Background: an optimization exercise with open tools, aiming at small area, a short achievable clock period and few clock cycles. Do not read the settings as production practice.
In this exercise RTL edits were held to simulation tests only and were not proved equivalent to the original.
Power is estimated from default activity; no workload was simulated.

--- config.mk ---
export PLATFORM = sky130hd
export DESIGN_NAME = vm_core
export DESIGN_NICKNAME = vm_core
export VERILOG_FILES = /design/flow/design.v
export SDC_FILE = /design/flow/constraint.sdc
export NUM_CORES = 8
export LEC_CHECK = 0
export CAP_MARGIN = 20
export CORE_MARGIN = 2
export CORE_UTILIZATION = 30
export PLACE_DENSITY = 0.45
export SLEW_MARGIN = 20
--- constraint.sdc ---
create_clock -name core_clock -period 28.0 [get_ports {clk}]
set_input_delay 5.6000 -clock core_clock [delete_from_list [all_inputs] [get_ports {clk}]]
set_output_delay 5.6000 -clock core_clock [all_outputs]
set_load 0.01 [all_outputs]
--- design.v ---
module vm_muldiv (
    input  wire        clk,
    input  wire        rst,
    input  wire        start,
    input  wire [1:0]  op,
    input  wire [63:0] a,
    input  wire [63:0] b,
    output reg         done,
    output reg  [63:0] result
);
    localparam OP_MUL = 2'd0, OP_DIV = 2'd1;
    reg        busy;
    reg [1:0]  op_q;
    reg [6:0]  count;
    reg [63:0] x;         
    reg [63:0] y;         
    reg [63:0] acc;       
    reg [64:0] rem;       
    reg        neg_q;
    reg        neg_r;
    wire [63:0] abs_a = a[63] ? (~a + 64'd1) : a;
    wire [63:0] abs_b = b[63] ? (~b + 64'd1) : b;
    wire [64:0] rem_sh  = {rem[63:0], x[63]};
    wire [65:0] rem_sub = {1'b0, rem_sh} - {2'b00, y};
    wire        q_bit   = ~rem_sub[65];
    always @(posedge clk) begin
        if (rst) begin
            busy <= 1'b0;
            done <= 1'b0;
        end else begin
            done <= 1'b0;
            if (start) begin
                busy  <= 1'b1;
                op_q  <= op;
                count <= 7'd64;
                acc   <= 64'd0;
                rem   <= 65'd0;
                if (op == OP_MUL) begin
                    x <= a;
                    y <= b;
                end else begin
                    x <= abs_a;
                    y <= abs_b;
                end
                neg_q <= a[63] ^ b[63];
                neg_r <= a[63];
            end else if (busy) begin
                if (count != 7'd0) begin
                    count <= count - 7'd1;
                    if (op_q == OP_MUL) begin
                        if (y[0])
                            acc <= acc + x;
                        x <= {x[62:0], 1'b0};
                        y <= {1'b0, y[63:1]};
                    end else begin
                        x   <= {x[62:0], 1'b0};
                        acc <= {acc[62:0], q_bit};
                        rem <= q_bit ? rem_sub[64:0] : rem_sh;
                    end
                end else begin
                    busy <= 1'b0;
                    done <= 1'b1;
                    case (op_q)
                        OP_MUL:  result <= acc;
                        OP_DIV:  result <= neg_q ? (~acc + 64'd1) : acc;
                        default: result <= neg_r ? (~rem[63:0] + 64'd1) : rem[63:0];
                    endcase
                end
            end
        end
    end
endmodule
module vm_fpu (
    input  wire        clk,
    input  wire        rst,
    input  wire        start,
    input  wire        op,
    input  wire [63:0] a,
    input  wire [63:0] b,
    output reg         done,
    output reg  [63:0] result
);
    localparam [63:0] QNAN = 64'h7FF8000000000000;
    function [63:0] round_pack;
        input        sign;
        input [13:0] exp;      
        input [55:0] sig;
        reg   [13:0] sh;
        reg   [55:0] s;
        reg          sticky;
        reg   [53:0] m;
        reg          up;
        reg   [62:0] bits;
        begin
            if (!exp[13] && exp >= 14'd2047) begin
                round_pack = {sign, 11'h7FF, 52'd0};
            end else begin
                if (exp[13] || exp == 14'd0) begin
                    sh = 14'd1 - exp;
                    if (sh > 14'd57) begin
                        s = 56'd0;
                        sticky = |sig;
                    end else begin
                        s = sig >> sh[5:0];
                        sticky = |(sig & ~({56{1'b1}} << sh[5:0]));
                    end
                    bits = 63'd0;
                end else begin
                    s = sig;
                    sticky = 1'b0;
                    bits = {exp[10:0] - 11'd1, 52'd0};
                end
                m  = {1'b0, s[55:3]};
                up = s[2] & (s[1] | s[0] | sticky | m[0]);
                m  = m + {53'd0, up};
                bits = bits + {9'd0, m};
                round_pack = {sign, bits};
            end
        end
    endfunction
    function [5:0] lzc64;
        input [63:0] v;
        reg   [63:0] x;
        begin
            x = v;
            lzc64 = 6'd0;
            if (x[63:32] == 32'd0) begin lzc64[5] = 1'b1; x = x << 32; end
            if (x[63:48] == 16'd0) begin lzc64[4] = 1'b1; x = x << 16; end
            if (x[63:56] == 8'd0)  begin lzc64[3] = 1'b1; x = x << 8;  end
            if (x[63:60] == 4'd0)  begin lzc64[2] = 1'b1; x = x << 4;  end
            if (x[63:62] == 2'd0)  begin lzc64[1] = 1'b1; x = x << 2;  end
            if (x[63] == 1'b0)     lzc64[0] = 1'b1;
        end
    endfunction
    function [5:0] lz56;
        input [55:0] v;
        begin
            lz56 = lzc64({v, 8'hFF});
        end
    endfunction
    function [63:0] fadd;
        input [63:0] x;
        input [63:0] y;
        reg        sx, sy, sbig, ssml;
        reg [10:0] ex, ey;
        reg        x_nan, y_nan, x_inf, y_inf, x_zero, y_zero;
        reg [62:0] mag_big, mag_sml;
        reg [10:0] eb, es;
        reg [55:0] mb, ms, ms_sh;
        reg [11:0] d;
        reg        st;
        reg [56:0] sum;
        reg [55:0] sig;
        reg [13:0] e;
        reg [5:0]  lz;
        begin
            sx = x[63]; sy = y[63];
            ex = x[62:52]; ey = y[62:52];
            x_nan  = (ex == 11'h7FF) && (x[51:0] != 52'd0);
            y_nan  = (ey == 11'h7FF) && (y[51:0] != 52'd0);
            x_inf  = (ex == 11'h7FF) && (x[51:0] == 52'd0);
            y_inf  = (ey == 11'h7FF) && (y[51:0] == 52'd0);
            x_zero = (x[62:0] == 63'd0);
            y_zero = (y[62:0] == 63'd0);
            if (x_nan || y_nan || (x_inf && y_inf && (sx != sy))) begin
                fadd = QNAN;
            end else if (x_inf) begin
                fadd = x;
            end else if (y_inf) begin
                fadd = y;
            end else if (x_zero && y_zero) begin
                fadd = {sx & sy, 63'd0};
            end else if (x_zero) begin
                fadd = y;
            end else if (y_zero) begin
                fadd = x;
            end else begin
                if (x[62:0] >= y[62:0]) begin
                    mag_big = x[62:0]; mag_sml = y[62:0]; sbig = sx; ssml = sy;
                end else begin
                    mag_big = y[62:0]; mag_sml = x[62:0]; sbig = sy; ssml = sx;
                end
                eb = (mag_big[62:52] == 11'd0) ? 11'd1 : mag_big[62:52];
                es = (mag_sml[62:52] == 11'd0) ? 11'd1 : mag_sml[62:52];
                mb = {(mag_big[62:52] != 11'd0), mag_big[51:0], 3'b000};
                ms = {(mag_sml[62:52] != 11'd0), mag_sml[51:0], 3'b000};
                d  = {1'b0, eb} - {1'b0, es};
                if (d > 12'd55) begin
                    ms_sh = 56'd0;
                    st = |ms;
                end else begin
                    ms_sh = ms >> d[5:0];
                    st = |(ms & ~({56{1'b1}} << d[5:0]));
                end
                ms_sh[0] = ms_sh[0] | st;
                if (sbig == ssml)
                    sum = {1'b0, mb} + {1'b0, ms_sh};
                else
                    sum = {1'b0, mb} - {1'b0, ms_sh};
                if (sum == 57'd0) begin
                    fadd = 64'd0;
                end else if (sum[56]) begin
                    sig = {sum[56:2], sum[1] | sum[0]};
                    e = {3'd0, eb} + 14'd1;
                    fadd = round_pack(sbig, e, sig);
                end else begin
                    lz  = lz56(sum[55:0]);
                    sig = sum[55:0] << lz;
                    e   = {3'd0, eb} - {8'd0, lz};
                    fadd = round_pack(sbig, e, sig);
                end
            end
        end
    endfunction
    function [5:0] lz53;
        input [52:0] v;
        begin
            lz53 = lzc64({v, 11'h7FF});
        end
    endfunction
    localparam S_IDLE = 2'd0, S_ADD = 2'd1, S_DIV = 2'd2, S_RND = 2'd3;
    reg [1:0]  state;
    reg [63:0] xa, xb;
    reg [52:0] dvs;         
    reg [53:0] r;           
    reg [56:0] q;           
    reg [5:0]  cnt;
    reg        qsign;
    reg [13:0] qexp;
    wire        da_nan  = (a[62:52] == 11'h7FF) && (a[51:0] != 52'd0);
    wire        db_nan  = (b[62:52] == 11'h7FF) && (b[51:0] != 52'd0);
    wire        da_inf  = (a[62:52] == 11'h7FF) && (a[51:0] == 52'd0);
    wire        db_inf  = (b[62:52] == 11'h7FF) && (b[51:0] == 52'd0);
    wire        da_zero = (a[62:0] == 63'd0);
    wire [52:0] da_m    = {(a[62:52] != 11'd0), a[51:0]};
    wire [52:0] db_m    = {(b[62:52] != 11'd0), b[51:0]};
    wire [5:0]  da_lz   = lz53(da_m);
    wire [5:0]  db_lz   = lz53(db_m);
    wire [13:0] da_e    = ((a[62:52] == 11'd0) ? 14'd1 : {3'd0, a[62:52]}) - {8'd0, da_lz};
    wire [13:0] db_e    = ((b[62:52] == 11'd0) ? 14'd1 : {3'd0, b[62:52]}) - {8'd0, db_lz};
    wire        d_sign  = a[63] ^ b[63];
    wire [54:0] r_sub   = {1'b0, r} - {2'b00, dvs};
    wire        r_ge    = ~r_sub[54];
    wire [55:0] q_sig   = q[56] ? {q[56:2], q[1] | q[0] | (r != 54'd0)}
                                : {q[55:1], q[0] | (r != 54'd0)};
    wire [13:0] q_exp   = q[56] ? qexp : qexp - 14'd1;
    always @(posedge clk) begin
        if (rst) begin
            state <= S_IDLE;
            done  <= 1'b0;
        end else begin
            done <= 1'b0;
            case (state)
                S_IDLE: if (start) begin
                    xa <= a;
                    xb <= b;
                    if (!op) begin
                        state <= S_ADD;
                    end else if (da_nan || db_nan || (da_inf && db_inf)) begin
                        result <= QNAN;
                        done   <= 1'b1;
                    end else if (da_inf) begin
                        result <= {d_sign, 11'h7FF, 52'd0};
                        done   <= 1'b1;
                    end else if (db_inf || da_zero) begin
                        result <= {d_sign, 63'd0};
                        done   <= 1'b1;
                    end else begin
                        r     <= {1'b0, da_m << da_lz};
                        dvs   <= db_m << db_lz;
                        q     <= 57'd0;
                        cnt   <= 6'd57;
                        qsign <= d_sign;
                        qexp  <= da_e - db_e + 14'd1023;
                        state <= S_DIV;
                    end
                end
                S_ADD: begin
                    result <= fadd(xa, xb);
                    done   <= 1'b1;
                    state  <= S_IDLE;
                end
                S_DIV: begin
                    q <= {q[55:0], r_ge};
                    r <= {(r_ge ? r_sub[52:0] : r[52:0]), 1'b0};
                    cnt <= cnt - 6'd1;
                    if (cnt == 6'd1)
                        state <= S_RND;
                end
                default: begin
                    result <= round_pack(qsign, q_exp, q_sig);
                    done   <= 1'b1;
                    state  <= S_IDLE;
                end
            endcase
        end
    end
endmodule
module vm_core (
    input  wire        clk,
    input  wire        rst,
    input  wire [15:0] code_len,
    input  wire [16:0] pool_len,
    output wire [15:0] imem_addr,
    input  wire [63:0] imem_data,
    output wire [15:0] cp_index,
    input  wire [1:0]  cp_kind,
    input  wire [63:0] cp_value,
    input  wire [15:0] cp_window,
    input  wire [15:0] cp_nret,
    output reg         emit_valid,
    output reg         emit_ret,
    output reg  [1:0]  emit_tag,
    output reg  [63:0] emit_data,
    output reg         halted,
    output reg  [2:0]  res_kind,
    output reg  [15:0] res_ip,
    output reg  [2:0]  res_depth
);
    localparam RF_SIZE   = 16;
    localparam ENTRY_WIN = 8;
    localparam MAX_DEPTH = 4;
    localparam [1:0] T_INV = 2'd0, T_INT = 2'd1, T_FLT = 2'd2;
    localparam [1:0] K_INT = 2'd0, K_FLT = 2'd1, K_JMP = 2'd2;
    localparam [2:0] R_NORMAL = 3'd0, F_LOAD = 3'd1, F_INDEX = 3'd2,
                     F_TYPE = 3'd3, F_ARITH = 3'd4, F_STACK = 3'd5,
                     F_DECODE = 3'd6;
    localparam [2:0] S_CHECK = 3'd0, S_EXEC = 3'd1, S_MULDIV = 3'd2,
                     S_FPU = 3'd3, S_COPY = 3'd4, S_RETOUT = 3'd5,
                     S_HALT = 3'd6;
    reg [2:0]  state;
    reg [15:0] chk_addr;
    reg [1:0]  rf_tag  [0:RF_SIZE-1];
    reg [63:0] rf_data [0:RF_SIZE-1];
    reg [2:0]  depth;                       
    reg [15:0] fr_ip    [0:MAX_DEPTH-1];
    reg [4:0]  fr_base  [0:MAX_DEPTH-1];
    reg [4:0]  fr_size  [0:MAX_DEPTH-1];
    reg [15:0] fr_nret  [0:MAX_DEPTH-1];
    reg [15:0] fr_retdst[0:MAX_DEPTH-1];
    reg [15:0] fr_cbase [0:MAX_DEPTH-1];
    reg [3:0]  wr_slot;                     
    reg [4:0]  cp_src, cp_dst;              
    reg [4:0]  cp_left;
    wire [1:0]  top    = depth[1:0] - 2'd1;
    wire [1:0]  below  = depth[1:0] - 2'd2;
    wire [15:0] f_ip    = fr_ip[top];
    wire [4:0]  f_base  = fr_base[top];
    wire [4:0]  f_size  = fr_size[top];
    wire [15:0] f_nret  = fr_nret[top];
    wire [15:0] f_retdst= fr_retdst[top];
    wire [15:0] f_cbase = fr_cbase[top];
    wire [4:0]  c_base  = fr_base[below];   
    wire [4:0]  c_size  = fr_size[below];
    assign imem_addr = (state == S_CHECK) ? chk_addr : f_ip;
    wire [63:0] w   = imem_data;
    wire [7:0]  op  = w[7:0];
    wire [55:0] arg = w[63:8];
    wire [23:0] ba  = w[31:8];
    wire [31:0] bb  = w[63:32];
    wire [15:0] ca  = w[23:8];
    wire [15:0] cb  = w[39:24];
    wire [15:0] cc  = w[55:40];
    function legal_op;
        input [7:0] o;
        begin
            case (o)
                8'h00, 8'h01, 8'h02,
                8'h10, 8'h11, 8'h12, 8'h13, 8'h14, 8'h15,
                8'h20, 8'h21, 8'h30, 8'h31,
                8'h40, 8'h41, 8'h42, 8'h44, 8'h45, 8'h46,
                8'h48, 8'h49, 8'h4A, 8'h4C, 8'h4D, 8'h4E,
                8'h50, 8'h51: legal_op = 1'b1;
                default:      legal_op = 1'b0;
            endcase
        end
    endfunction
    wire is_jump  = (op[7:4] == 4'h4) && (op[1:0] != 2'b11);
    wire j_rel    = op[3];
    wire j_const  = op[2];
    wire [1:0] j_cond = op[1:0];
    reg [55:0] cidx;
    always @(*) begin
        if (op == 8'h02)                       cidx = {24'd0, bb};
        else if (op == 8'h50)                  cidx = {40'd0, cc};
        else if (is_jump && j_cond == 2'b00)   cidx = arg;
        else                                   cidx = {24'd0, bb};
    end
    assign cp_index = cidx[15:0];
    wire cidx_bad = (cidx >= {39'd0, pool_len});
    reg chk_cidx;
    always @(*) begin
        case (op)
            8'h02, 8'h45, 8'h46, 8'h4D, 8'h4E: chk_cidx = 1'b1;
            8'h44, 8'h4C, 8'h50:               chk_cidx = 1'b1;
            default:                           chk_cidx = 1'b0;
        endcase
    end
    wire bad_a = ({8'd0, ca} >= {19'd0, f_size});    
    wire bad_b = ({8'd0, cb} >= {19'd0, f_size});
    wire bad_c = ({8'd0, cc} >= {19'd0, f_size});
    wire bad_ba  = ({32'd0, ba} >= {51'd0, f_size});  
    wire bad_arg = (arg >= {51'd0, f_size});          
    wire [3:0] slot_a   = f_base[3:0] + ca[3:0];
    wire [3:0] slot_b   = f_base[3:0] + cb[3:0];
    wire [3:0] slot_c   = f_base[3:0] + cc[3:0];
    wire [3:0] slot_ba  = f_base[3:0] + ba[3:0];
    wire [3:0] slot_arg = f_base[3:0] + arg[3:0];
    wire [1:0]  tag_b   = rf_tag[slot_b];
    wire [1:0]  tag_c   = rf_tag[slot_c];
    wire [1:0]  tag_ba  = rf_tag[slot_ba];
    wire [1:0]  tag_arg = rf_tag[slot_arg];
    wire [63:0] val_b   = rf_data[slot_b];
    wire [63:0] val_c   = rf_data[slot_c];
    wire [63:0] val_ba  = rf_data[slot_ba];
    wire [63:0] val_arg = rf_data[slot_arg];
    reg  [66:0] j_off;
    always @(*) begin
        if (j_const)                 j_off = {{3{cp_value[63]}}, cp_value};
        else if (j_rel && j_cond == 2'b00) j_off = {{11{arg[55]}}, arg};
        else if (j_rel)              j_off = {{35{bb[31]}}, bb};
        else if (j_cond == 2'b00)    j_off = {11'd0, arg};
        else                         j_off = {35'd0, bb};
    end
    wire [66:0] j_basev  = j_rel ? {51'd0, f_ip} + 67'd1 : {51'd0, f_cbase};
    wire [66:0] j_target = j_basev + j_off;
    wire        j_inrange = !j_target[66] && (j_target < {51'd0, code_len});
    wire        j_guard   = (val_ba != 64'd0);
    wire        j_taken   = (j_cond == 2'b00) ||
                            (j_cond == 2'b01 && j_guard) ||
                            (j_cond == 2'b10 && !j_guard);
    wire [16:0] call_args_end = {1'b0, cb} + {1'b0, ca};
    wire        call_entry_bad = cp_value[63] || (cp_value >= {48'd0, code_len});
    wire [16:0] call_nb_end = {12'd0, f_base} + {12'd0, f_size} + {1'b0, cp_window};
    wire [4:0]  call_nb     = f_base + f_size;
    wire [16:0] ret_src_end = {1'b0, cb} + {1'b0, ca};
    wire [16:0] ret_dst_end = {1'b0, f_retdst} + {1'b0, ca};
    wire [63:0] add_res = val_b + val_c;
    wire [63:0] sub_res = val_b - val_c;
    wire [63:0] neg_res = 64'd0 - val_b;
    wire        lt_res  = ($signed(val_b) < $signed(val_c));
    wire fb_nan = (val_b[62:52] == 11'h7FF) && (val_b[51:0] != 52'd0);
    wire fc_nan = (val_c[62:52] == 11'h7FF) && (val_c[51:0] != 52'd0);
    wire f_bothzero = (val_b[62:0] == 63'd0) && (val_c[62:0] == 63'd0);
    reg  flt_res;
    always @(*) begin
        if (fb_nan || fc_nan || f_bothzero)
            flt_res = 1'b0;
        else if (val_b[63] != val_c[63])
            flt_res = val_b[63];
        else if (!val_b[63])
            flt_res = (val_b[62:0] < val_c[62:0]);
        else
            flt_res = (val_b[62:0] > val_c[62:0]);
    end
    reg         md_start;
    reg  [1:0]  md_op;         
    reg  [1:0]  md_op_q;
    wire        md_done;
    wire [63:0] md_result;
    vm_muldiv u_muldiv (
        .clk(clk), .rst(rst), .start(md_start), .op(md_op_q),
        .a(val_b), .b(val_c), .done(md_done), .result(md_result)
    );
    reg         fp_start;
    reg         fp_op_q;
    wire        fp_done;
    wire [63:0] fp_result;
    vm_fpu u_fpu (
        .clk(clk), .rst(rst), .start(fp_start), .op(fp_op_q),
        .a(val_b), .b(val_c), .done(fp_done), .result(fp_result)
    );
    reg  [2:0]  x_fault;       
    reg         x_wr;          
    reg  [3:0]  x_wslot;
    reg  [1:0]  x_wtag;
    reg  [63:0] x_wdata;
    reg         x_emit;
    reg  [15:0] x_next_ip;
    reg         x_halt_normal;  
    reg         x_md, x_fp;    
    reg         x_call, x_ret, x_retout;
    always @(*) begin
        x_fault   = 3'd0;
        x_wr      = 1'b0;
        x_wslot   = slot_a;
        x_wtag    = T_INT;
        x_wdata   = 64'd0;
        x_emit    = 1'b0;
        x_next_ip = f_ip + 16'd1;
        x_halt_normal = 1'b0;
        x_md      = 1'b0;
        x_fp      = 1'b0;
        md_op     = 2'd0;
        x_call    = 1'b0;
        x_ret     = 1'b0;
        x_retout  = 1'b0;
        if (f_ip >= code_len) begin
            x_halt_normal = 1'b1;
        end else if (!legal_op(op)) begin
            x_fault = F_DECODE;
        end else begin
            case (op)
                8'h00: ;  
                8'h01: begin  
                    if (bad_arg) x_fault = F_INDEX;
                    else if (tag_arg != T_INT && tag_arg != T_FLT) x_fault = F_TYPE;
                    else x_emit = 1'b1;
                end
                8'h02: begin  
                    if ({32'd0, ba} >= {51'd0, f_size}) x_fault = F_INDEX;
                    else if (cidx_bad) x_fault = F_INDEX;
                    else if (cp_kind != K_INT && cp_kind != K_FLT) x_fault = F_TYPE;
                    else begin
                        x_wr    = 1'b1;
                        x_wslot = slot_ba;
                        x_wtag  = (cp_kind == K_INT) ? T_INT : T_FLT;
                        x_wdata = cp_value;
                    end
                end
                8'h10, 8'h11, 8'h12, 8'h13, 8'h14, 8'h30: begin
                    if (bad_a || bad_b || bad_c) x_fault = F_INDEX;
                    else if (tag_b != T_INT || tag_c != T_INT) x_fault = F_TYPE;
                    else if ((op == 8'h13 || op == 8'h14) && val_c == 64'd0) x_fault = F_ARITH;
                    else begin
                        case (op)
                            8'h10: begin x_wr = 1'b1; x_wdata = add_res; end
                            8'h11: begin x_wr = 1'b1; x_wdata = sub_res; end
                            8'h30: begin x_wr = 1'b1; x_wdata = {63'd0, lt_res}; end
                            8'h12: begin x_md = 1'b1; md_op = 2'd0; end
                            8'h13: begin x_md = 1'b1; md_op = 2'd1; end
                            default: begin x_md = 1'b1; md_op = 2'd2; end
                        endcase
                    end
                end
                8'h15: begin  
                    if (bad_a || bad_b) x_fault = F_INDEX;
                    else if (tag_b != T_INT) x_fault = F_TYPE;
                    else begin x_wr = 1'b1; x_wdata = neg_res; end
                end
                8'h20, 8'h21, 8'h31: begin
                    if (bad_a || bad_b || bad_c) x_fault = F_INDEX;
                    else if (tag_b != T_FLT || tag_c != T_FLT) x_fault = F_TYPE;
                    else if (op == 8'h21 && val_c[62:0] == 63'd0) x_fault = F_ARITH;
                    else if (op == 8'h31) begin
                        x_wr = 1'b1; x_wdata = {63'd0, flt_res};
                    end else
                        x_fp = 1'b1;
                end
                8'h50: begin  
                    if (ca != 16'd0 && call_args_end > {12'd0, f_size}) x_fault = F_INDEX;
                    else if (cidx_bad) x_fault = F_INDEX;
                    else if (cp_kind != K_JMP) x_fault = F_TYPE;
                    else if (call_entry_bad) x_fault = F_INDEX;
                    else if (ca > cp_window) x_fault = F_INDEX;
                    else if (depth >= MAX_DEPTH) x_fault = F_STACK;
                    else if (call_nb_end > RF_SIZE) x_fault = F_STACK;
                    else x_call = 1'b1;
                end
                8'h51: begin  
                    if (ca != 16'd0 && ret_src_end > {12'd0, f_size}) x_fault = F_INDEX;
                    else if (depth == 3'd1) x_retout = 1'b1;
                    else if (ca != f_nret) x_fault = F_INDEX;
                    else if (ca != 16'd0 && ret_dst_end > {12'd0, c_size}) x_fault = F_INDEX;
                    else x_ret = 1'b1;
                end
                default: begin  
                    if (j_cond != 2'b00 && bad_ba) x_fault = F_INDEX;
                    else if (j_const && cidx_bad) x_fault = F_INDEX;
                    else if (j_cond != 2'b00 && tag_ba != T_INT) x_fault = F_TYPE;
                    else if (j_const && cp_kind != K_JMP) x_fault = F_TYPE;
                    else if (j_taken && !j_inrange) x_fault = F_INDEX;
                    else if (j_taken) x_next_ip = j_target[15:0];
                end
            endcase
        end
    end
    integer k;
    always @(posedge clk) begin
        md_start   <= 1'b0;
        fp_start   <= 1'b0;
        emit_valid <= 1'b0;
        emit_ret   <= 1'b0;
        if (rst) begin
            state     <= S_CHECK;
            chk_addr  <= 16'd0;
            halted    <= 1'b0;
            res_kind  <= R_NORMAL;
            res_ip    <= 16'd0;
            res_depth <= 3'd0;
            depth     <= 3'd1;
            fr_ip[0]    <= 16'd0;
            fr_base[0]  <= 5'd0;
            fr_size[0]  <= ENTRY_WIN;
            fr_cbase[0] <= 16'd0;
            for (k = 0; k < RF_SIZE; k = k + 1)
                rf_tag[k] <= T_INV;
        end else begin
            case (state)
                S_CHECK: begin
                    if (code_len == 16'd0) begin
                        state     <= S_HALT;
                        halted    <= 1'b1;
                        res_kind  <= F_LOAD;
                        res_ip    <= 16'd0;
                        res_depth <= 3'd0;
                    end else if (!legal_op(op) || (chk_cidx && cidx_bad)) begin
                        state     <= S_HALT;
                        halted    <= 1'b1;
                        res_kind  <= F_LOAD;
                        res_ip    <= chk_addr;
                        res_depth <= 3'd0;
                    end else if (chk_addr == code_len - 16'd1) begin
                        state <= S_EXEC;
                    end else begin
                        chk_addr <= chk_addr + 16'd1;
                    end
                end
                S_EXEC: begin
                    if (x_halt_normal) begin
                        state     <= S_HALT;
                        halted    <= 1'b1;
                        res_kind  <= R_NORMAL;
                        res_ip    <= f_ip;
                        res_depth <= depth;
                    end else if (x_fault != 3'd0) begin
                        state     <= S_HALT;
                        halted    <= 1'b1;
                        res_kind  <= x_fault;
                        res_ip    <= f_ip;
                        res_depth <= depth;
                    end else if (x_md) begin
                        md_start <= 1'b1;
                        md_op_q  <= md_op;
                        wr_slot  <= slot_a;
                        state    <= S_MULDIV;
                    end else if (x_fp) begin
                        fp_start <= 1'b1;
                        fp_op_q  <= op[0];
                        wr_slot  <= slot_a;
                        state    <= S_FPU;
                    end else if (x_call) begin
                        for (k = 0; k < RF_SIZE; k = k + 1)
                            if (k >= {27'd0, call_nb} && k < {27'd0, call_nb} + {27'd0, cp_window[4:0]})
                                rf_tag[k] <= T_INV;
                        fr_ip[top]            <= f_ip + 16'd1;
                        fr_ip[depth[1:0]]     <= cp_value[15:0];
                        fr_base[depth[1:0]]   <= call_nb;
                        fr_size[depth[1:0]]   <= cp_window[4:0];
                        fr_nret[depth[1:0]]   <= cp_nret;
                        fr_retdst[depth[1:0]] <= cb;
                        fr_cbase[depth[1:0]]  <= cp_value[15:0];
                        depth   <= depth + 3'd1;
                        cp_src  <= f_base + cb[4:0];
                        cp_dst  <= call_nb;
                        cp_left <= ca[4:0];
                        if (ca != 16'd0)
                            state <= S_COPY;
                    end else if (x_ret) begin
                        depth   <= depth - 3'd1;
                        cp_src  <= f_base + cb[4:0];
                        cp_dst  <= c_base + f_retdst[4:0];
                        cp_left <= ca[4:0];
                        if (ca != 16'd0)
                            state <= S_COPY;
                    end else if (x_retout) begin
                        cp_src  <= f_base + cb[4:0];
                        cp_left <= ca[4:0];
                        if (ca != 16'd0) begin
                            state <= S_RETOUT;
                        end else begin
                            state     <= S_HALT;
                            halted    <= 1'b1;
                            res_kind  <= R_NORMAL;
                            res_ip    <= f_ip;
                            res_depth <= depth;
                        end
                    end else begin
                        if (x_wr) begin
                            rf_tag[x_wslot]  <= x_wtag;
                            rf_data[x_wslot] <= x_wdata;
                        end
                        if (x_emit) begin
                            emit_valid <= 1'b1;
                            emit_tag   <= tag_arg;
                            emit_data  <= val_arg;
                        end
                        fr_ip[top] <= x_next_ip;
                    end
                end
                S_MULDIV: if (md_done) begin
                    rf_tag[wr_slot]  <= T_INT;
                    rf_data[wr_slot] <= md_result;
                    fr_ip[top]       <= f_ip + 16'd1;
                    state            <= S_EXEC;
                end
                S_FPU: if (fp_done) begin
                    rf_tag[wr_slot]  <= T_FLT;
                    rf_data[wr_slot] <= fp_result;
                    fr_ip[top]       <= f_ip + 16'd1;
                    state            <= S_EXEC;
                end
                S_COPY: begin
                    rf_tag[cp_dst[3:0]]  <= rf_tag[cp_src[3:0]];
                    rf_data[cp_dst[3:0]] <= rf_data[cp_src[3:0]];
                    cp_src  <= cp_src + 5'd1;
                    cp_dst  <= cp_dst + 5'd1;
                    cp_left <= cp_left - 5'd1;
                    if (cp_left == 5'd1)
                        state <= S_EXEC;
                end
                S_RETOUT: begin
                    emit_valid <= 1'b1;
                    emit_ret   <= 1'b1;
                    emit_tag   <= rf_tag[cp_src[3:0]];
                    emit_data  <= rf_data[cp_src[3:0]];
                    cp_src  <= cp_src + 5'd1;
                    cp_left <= cp_left - 5'd1;
                    if (cp_left == 5'd1) begin
                        state     <= S_HALT;
                        halted    <= 1'b1;
                        res_kind  <= R_NORMAL;
                        res_ip    <= f_ip;
                        res_depth <= depth;
                    end
                end
                default: ;  
            endcase
        end
    end
endmodule
--- run.sh ---
#!/bin/bash
# synth_recipe.tcl (not shown) runs the flow's synth.tcl, then flattens the netlist and writes it again
# the make line also repeats each setting of config.mk as NAME=value (left out here)
make -C /OpenROAD-flow-scripts/flow DESIGN_CONFIG=/design/flow/config.mk WORK_HOME=/design/flow/orfs CLKGATE_MAP_FILE= SYNTH_SCRIPT=/design/flow/synth_recipe.tcl finish
==> results.yml <==
status:
  outcome: "no timing/DRC/antenna violations"
synthesis:
  synthCells: 19000
  synth_nets: 20000
  syn_area_mm2: 0.191
  yosys.area.top_type: "edfxtp_1"
  synth.avg_cell_area_um2: 10.0
  ys.flop_type: "edfxtp_1"
  ys.warnings.count: 3
  synthArstFlopShare_pct: 0
  synth_edf_count: 2146
  synth-seq-cells: 2204
  yosysUniqueCellTypes: 137
  netlist_top_cells_area: "edfxtp_1, mux4_2, ha_1"
  seq_area_frac_synth_pct: 34.4
  synth.top_cell.area_share_pct: 33.8
clock_network:
  path_clk_slew_ns: 0.06
  root_buffer: "clkbuf_16"
  clockBufferDepth: 4
  clk_latency_ns: 0.99
  cts_buffers: 285
  postCtsSetupBuffers: 0
  cts_resized: 0
  cts.sinks: 2204
  cts_tree: "built"
  htreeDepth: 5
  postCtsHoldBufs: 0
grt:
  grt_usage_pct: 31.7
  grt_pass1_wl_um: 1440000
  grt_pass1_vias: 168000
  antenna_found_initial: 103
  grt_max_degree: 153
  grt_overflow: 0
power:
  p_per_area_mw_per_mm2: 57.7
  power.leakage_nw: 75.6
  vdd_drop_max_uv: 79.2
place:
  place.gp.congestion: 1.04
  portBuffers: 319
  post-place-ws_ns: 3.82
  dp_hpwl_um: 791000
  dpl.cell_count: 27200
  dpl_cell_area_mm2: 0.207
sta:
  hold_viol: 0
  setup_viol: 0
  drv_slew: 0
  slew-limit-headroom_pct: 7.19
  tightest_slew_ns: 1.38
  finalSetupTns_ns: 0
  fin_crit_ns: 25.45
  rsz0062_at_grt: "false"
  finClkSkew_ns: 0.0560
  post-route-period-util_pct: 90.9
  fmax_ghz: 0.0393
  layout_setup_ws_ns: 2.55
final_layout:
  final_cell_count_no_fill: 27800
  final_cell_mix: "edfxtp_1, nand2_1, nor2_1, a21oi_1, mux4_2"
  mostFrequentLayoutCell: "edfxtp_1"
  final_area_mm2: 0.216
  area_growth_pct: 13.4
  drive_above_1_share_pct: 16.5
  largest_reg_flops: 1024
  top_register: "rf_data"
  nets: 20100
  postLayoutCoreUtil_pct: 34.2
drt:
  finalWirelength_um: 1060000
  ant_nets: 0
  drc: 0
  post_drt_wl_per_cell_um: 38.3
  firstDrtPassIters: 7
  drt-initial-drc-count: 28000
  vias_per_cell: 6.44
  vias: 179000
worst_setup_path:
  crit_type: "flip-flop to flip-flop"
  rr_startpoint: "u_fpu.xb[50]$_DFFE_PP_"
  critPathTopFamily: "compound AO/OA/AOI/OAI gates"
  critical_path.startpoint: "u_fpu.xb[50]$_DFFE_PP_"
  max_stage_delay_ns: 0.95
  cp.required_ns: 28.68
  path_buf_inv: 10
  crit_slowest_cell: "a222oi_1"
  endpoint_kind: "flip-flop"
  cp.arrival_ns: 26.12
  worstPathMaxFanout: 42
  crit_top_cell: "a21oi_1"
  start_kind: "flip-flop"
min_path:
  min_path_type: "flip-flop to flip-flop"
  hold_start: "res_depth[2]$_SDFFE_PP0P_"
run:
  cap_viol_max_count: 0
die:
  ios: 320
  start_util_pct: 30.1
  fp-row-count: 292
  die_area_mm2: 0.642
  die_y_um: 801
  dieWidth_um: 801
  core-area_mm2: 0.633
==> area by class of cell <==
| type | instances | area (um2) |
|---|---|---|
| Antenna cell | 69 | 173 |
| Tap cell | 8379 | 10500 |
| Multi-Input combinational cell | 14600 | 118000 |
| Clock inverter | 185 | 1960 |
| Clock buffer | 327 | 7380 |
| Fill cell | 64400 | 417000 |
| Inverter | 856 | 3290 |
| Sequential cell | 2204 | 65600 |
| Timing Repair Buffer | 1136 | 9640 |
==> Yosys cell counts, types with 74 or more instances <==
master	n
edfxtp_1	2146
nand2_1	1716
nor2_1	1648
a21oi_1	1480
mux4_2	1416
o21ai_0	1118
clkbuf_1	1006
inv_1	839
ha_1	736
xnor2_1	583
mux2i_1	560
nor3_1	506
nand3_1	417
xor2_1	268
nor4_1	232
buf_1	231
o22ai_1	216
o211ai_1	185
nand4_1	182
a211oi_1	174
a221oi_1	173
a31oi_1	173
and2_1	169
nand2b_1	164
or3_1	156
and3_1	150
mux2_2	150
a21o_1	138
nor2b_1	136
o31ai_1	125
o21a_1	113
o21bai_1	109
o221ai_1	107
a22oi_1	90
buf_2	82
or2_2	74
==> through the flow <==
| stage | power [W] | hold slack, ns |
|---|---|---|
| floorplan | 0.00645 | 0.464 |
| global placement | 0.00858 | 0.440 |
| detailed placement | 0.00857 | 0.448 |
| CTS | 0.0124 | 0.454 |
| global route | 0.0128 | 0.482 |
| finish | 0.0125 | 0.454 |
==> final timing paths <==
kind | to | slack, ns | depth (start not counted)
max | u_fpu.result[9]$_DFFE_PP_ | 2.55 | 72
min | res_depth[2]$_SDFFE_PP0P_ | 0.45 | 2
max reg2reg | u_fpu.result[9]$_DFFE_PP_ | 2.55 | 72
min reg2reg | res_depth[2]$_SDFFE_PP0P_ | 0.45 | 2
==> cells by family after synthesis <==
group,after synthesis,synth area share (%)
AOI/OAI and AO/OA,5035,17.1
xor gates and xnor gates,853,3.93
adders and majority gates,774,5.22
buffers and inverters,2200,4.45
DFF,2204,34.4
muxes,2130,20.6
and+or+nand+nor,5822,14.4
==> tightest hold or removal path: stages (launching register included) <==
cell and delay [ns]:
dfxtp_1 0.31, nand2_1 0.05, a21oi_1 0.05
==> power breakdown <==
group	switching, W	total [W]	internal, W
clock network	0.00161	0.00379	0.00218
logic	0.00322	0.00480	0.00158
registers	0.0000820	0.00387	0.00379
total	0.00491	0.0125	0.00756
==> layer usage <==
layer / part of all wire, % / vias to the layer above / track usage, %
met4: 8.5 / 30 / 21.9
met5: 0.019 / - / 0
met2: 43 / 11800 / 47.1
met1: 38 / 90400 / 40.5
met3: 10 / 2724 / 7.66
li1: - / 74000 / -
Testbench counts, summed over its fixed seeds: cycles 250,602.

port drivers added, routing unchanged:
Ports are ideal in the flow. The routed layout listed here was re-timed in OpenROAD. Step 1: set_driving_cell puts a clkbuf_16 on clk and a buf_2 on each other input, an assumption about the parent block. Step 2 moves the port delays by t, midway between the first and last clock arrival at a register: inputs arrive t later, outputs are due t later. That takes back most of the time a late clock gives input paths. Slacks: ideal ports / drivers / drivers and shift; pairs: ideal ports / drivers.
t, ns: 1.097
setup WS [ns]: 2.555 / 2.555 / 2.555
hold slack, ns: 0.454 / 0.454 / 0.454
slew at the worst register clock pin (ns): 0.08 / 0.08
cell pins on the clock port's net: 1
After both steps this run still meets setup and hold. For this run, drivers alone change the setup slack by 0.000 ns; drivers and shift together by 0.000 ns.
